From an optimization exercise on the open Yosys and OpenROAD flow, aimed at small area, a short achievable clock period and few clock cycles; shortcuts taken in it are not production practice.
At most, simulation tests tie the RTL to the original design; equivalence was not proved.
Power is estimated from default activity; no workload was simulated.

== rev 12 ==
Design fb_blit, start of the top module:
module fb_blit (
    input  wire        clk,
    input  wire        rst,
    input  wire        cmd_valid,
    output wire        cmd_ready,
    input  wire [7:0]  cmd_op,
    input  wire [2:0]  cmd_mode,
    input  wire [1:0]  cmd_color,
    input  wire [15:0] cmd_arg0,
    input  wire [15:0] cmd_arg1,
    input  wire [15:0] cmd_arg2,
    input  wire [15:0] cmd_arg3,
    input  wire [15:0] cmd_arg4,
    input  wire [15:0] cmd_arg5,
    output wire        res_re,
    output wire [15:0] res_addr,
    input  wire [7:0]  res_rdata,
    output wire        fb_re,
    output wire [9:0]  fb_raddr,
    input  wire [7:0]  fb_rdata,
    output reg         fb_we,
    output reg  [9:0]  fb_waddr,
    output reg  [7:0]  fb_wdata
);
For scale: roughly 1,500 cells after synthesis, ~210 flip-flops, roughly 180 I/O pins, about 14,000 sq um of cells after synthesis.
==> flow/config.mk <==
export PLATFORM = sky130hd
export DESIGN_NAME = fb_blit
export DESIGN_NICKNAME = fb_blit
export VERILOG_FILES = /design/flow/design.v
export SDC_FILE = /design/flow/constraint.sdc
export NUM_CORES = 4
export LEC_CHECK = 0
export CAP_MARGIN = 20
export CORE_MARGIN = 2
export CORE_UTILIZATION = 60
export CTS_BUF_LIST = sky130_fd_sc_hd__clkbuf_8
export SLEW_MARGIN = 20
==> flow/constraint.sdc <==
create_clock -name core_clock -period 12.0 [get_ports {clk}]
set_input_delay 2.4000 -clock core_clock [delete_from_list [all_inputs] [get_ports {clk}]]
set_output_delay 2.4000 -clock core_clock [all_outputs]
set_load 0.01 [all_outputs]
standard.sh (not shown) runs the stock make flow with config.mk's settings and CLKGATE_MAP_FILE= SYNTH_SCRIPT=/design/flow/synth_recipe.tcl, a recipe that flattens the netlist after the stock synthesis.
==> flow/flow/run.sh <==
#!/bin/bash
# Standard layout with the smallest plain buffers on the ports; timing repair
# aims for 8.0 ns of setup slack.
set -euo pipefail
export BUFFER_PORTS_ARGS="-buffer_cell sky130_fd_sc_hd__buf_1"
export SETUP_SLACK_MARGIN=8.0
bash standard.sh > flow.log 2>&1
Relative to rev 12, the following input files were edited for rev 13:
-- flow/design.v --
<<< rev 12, line 76
    wire [5:0]  srow  = y9[8:3];                  
    wire        sneg  = srow[5];
    reg  [5:0]  rows;               
    reg         off_q;              
    wire [7:0]  ilo   = x9[8] ? (~x9[7:0] + 8'd1) : 8'd0;
    wire [5:0]  as_   = sneg ? (~srow + {5'd0, ~yz}) : 6'd0;    
>>> rev 13, line 76
    wire [5:0]  srow  = y9[8:3];                  
    wire        sneg  = srow[5];
    wire [5:0]  rows  = ({1'b0, h[7:3]}) + {5'd0, (h[2:0] != 3'd0)};
    wire [7:0]  ilo   = x9[8] ? (~x9[7:0] + 8'd1) : 8'd0;
    wire [5:0]  as_   = sneg ? (~srow + {5'd0, ~yz}) : 6'd0;    
<<< rev 12, line 191
    wire        acc     = st[S_IDLE] && cmd_valid && go;
    wire        sw0_lp  = (as_ != 6'd0) || (mf != 8'd0);
    wire        geo_ok  = st[S_GEO] && !g_loop;
    wire        lp_fin  = st[S_LOOP] && lp_end;
    wire        ab      = off_q && (st[S_PRE] || st[S_LOOP] || st[S_SWAP0] || st[S_PLUSM]);
    always @(*) begin
        nst[S_IDLE]  = (st[S_IDLE] && !acc) || ab || st[S_DR2];
        nst[S_HDR0]  = acc && is_spr;
        nst[S_HDR1]  = st[S_HDR0];
        nst[S_HDR2]  = st[S_HDR1];
        nst[S_GEO]   = st[S_HDR2] || (acc && !is_spr);
        nst[S_LOOP]  = (st[S_GEO] && g_loop) || (st[S_LOOP] && !lp_end && !off_q) ||
                       (st[S_SWAP0] && sw0_lp && !off_q);
        nst[S_PRE]   = geo_ok && to_run;
        nst[S_SWAP0] = (geo_ok || (lp_fin && !off_q)) && to_swap0;
        nst[S_SWAP1] = (lp_fin && !off_q && to_swap1) || (st[S_SWAP0] && !sw0_lp && !off_q);
        nst[S_PLUSM] = (geo_ok || (lp_fin && !off_q)) && to_plusm;
        nst[S_RUN]   = (lp_fin && !off_q && to_run) || st[S_SWAP1] ||
                       ((st[S_PLUSM] || st[S_PRE]) && !off_q) || (st[S_RUN] && !run_end);
        nst[S_DR1]   = st[S_RUN] && run_end;
        nst[S_DR2]   = st[S_DR1];
>>> rev 13, line 190
    wire        acc     = st[S_IDLE] && cmd_valid && go;
    wire        sw0_lp  = (as_ != 6'd0) || (mf != 8'd0);
    wire        geo_ok  = st[S_GEO] && !g_off && !g_loop;
    wire        lp_fin  = st[S_LOOP] && lp_end;
    always @(*) begin
        nst[S_IDLE]  = (st[S_IDLE] && !acc) || (st[S_GEO] && g_off) || st[S_DR2];
        nst[S_HDR0]  = acc && is_spr;
        nst[S_HDR1]  = st[S_HDR0];
        nst[S_HDR2]  = st[S_HDR1];
        nst[S_GEO]   = st[S_HDR2] || (acc && !is_spr);
        nst[S_LOOP]  = (st[S_GEO] && !g_off && g_loop) || (st[S_LOOP] && !lp_end) ||
                       (st[S_SWAP0] && sw0_lp);
        nst[S_PRE]   = geo_ok && to_run;
        nst[S_SWAP0] = (geo_ok || lp_fin) && to_swap0;
        nst[S_SWAP1] = (lp_fin && to_swap1) || (st[S_SWAP0] && !sw0_lp);
        nst[S_PLUSM] = (geo_ok || lp_fin) && to_plusm;
        nst[S_RUN]   = (lp_fin && to_run) || st[S_SWAP1] || st[S_PLUSM] || st[S_PRE] ||
                       (st[S_RUN] && !run_end);
        nst[S_DR1]   = st[S_RUN] && run_end;
        nst[S_DR2]   = st[S_DR1];
<<< rev 12, line 230
            w     <= cmd_arg3[7:0];
            h     <= cmd_arg4[7:0];
            rows  <= {1'b0, cmd_arg4[7:3]} + {5'd0, (cmd_arg4[2:0] != 3'd0)};
            fc    <= is_spr ? cmd_arg3[7:0] : 8'd0;
            mf    <= cmd_arg5[7:0];
>>> rev 13, line 228
            w     <= cmd_arg3[7:0];
            h     <= cmd_arg4[7:0];
            fc    <= is_spr ? cmd_arg3[7:0] : 8'd0;
            mf    <= cmd_arg5[7:0];
<<< rev 12, line 262
        end
        if (st[S_HDR2]) begin
            h    <= res_rdata;
            rows <= {1'b0, res_rdata[7:3]} + {5'd0, (res_rdata[2:0] != 3'd0)};
            if (hd_more) begin
                ra <= sum;
>>> rev 13, line 259
        end
        if (st[S_HDR2]) begin
            h <= res_rdata;
            if (hd_more) begin
                ra <= sum;
<<< rev 12, line 275
        end
        if (st[S_GEO]) begin
            off_q <= g_off;
            pd1 <= g_phi;
            pu1 <= g_plo;
>>> rev 13, line 271
        end
        if (st[S_GEO]) begin
            pd1 <= g_phi;
            pu1 <= g_plo;
==> comparison <==
Rev 13 vs. rev 12: synthesized-area fraction occupied by ao, oa, aoi and oai cells moved down, worst clock skew level, worst hold slack level, number of signal-net inverters in the final layout moved down.
Of rev 13 and rev 12, the higher critical path depth belongs to rev 13.
Diff rev 12..rev 13 | per-cell via count in the routed design | negligible
Relative to rev 12, rev 13 improves post-synth design cell area.
Comparing rev 13 with rev 12, the effective utilization at floorplan came out essentially unchanged.
The lower signed area change from the synthesized netlist to the final layout of rev 13 and rev 12 is in rev 12.
Compared rev 13 vs rev 12, and portion of total power attributed to combinational logic is up in rev 13.
Changes observed in rev 13 relative to rev 12: number of antenna cells inserted higher; clock latency at the later pin of the worst-skew pair was more or less identical.
Against rev 12 as the reference, rev 13 delivers a higher switching portion of total power.
Higher proportion of cell area occupied by registers among rev 13 and rev 12: rev 12
Testbench counts of rev 13, summed over its fixed seeds: cycles 33,382.
Only the layout flow was run in rev 12; the RTL was not checked for function there.

==> static timing again, ports no longer ideal <==
No port has a modelled driver above. Below, the same layouts with a new extraction and two added sets of constraints.
Step 1 assumes that a clkbuf_16 drives the clock port and a buf_2 every other input.
Step 2 times the ports against the registers' clock, not the clock port: input delays grow and output delays shrink by t, the midpoint of the rising clock arrivals with the driver on.
Three values: ideal ports, drivers, drivers and shift; two values: the first two.
run | shift t [ns] | slack for setup (ns) | worst setup path at the end | slew at the worst register clock pin (ns) | worst data-port slew with drivers (ns)
rev 12 | 0.577 | 8.041 / 8.067 / 7.490 | input to register | 0.07 / 0.07 | 0.06
rev 13 | 0.568 | 8.095 / 8.100 / 7.533 | input to register | 0.07 / 0.07 | 0.08
After both steps setup and hold are still met in every run listed. For rev 13, which loses most, drivers alone change the setup slack by +0.005 ns; drivers and shift together by -0.562 ns.
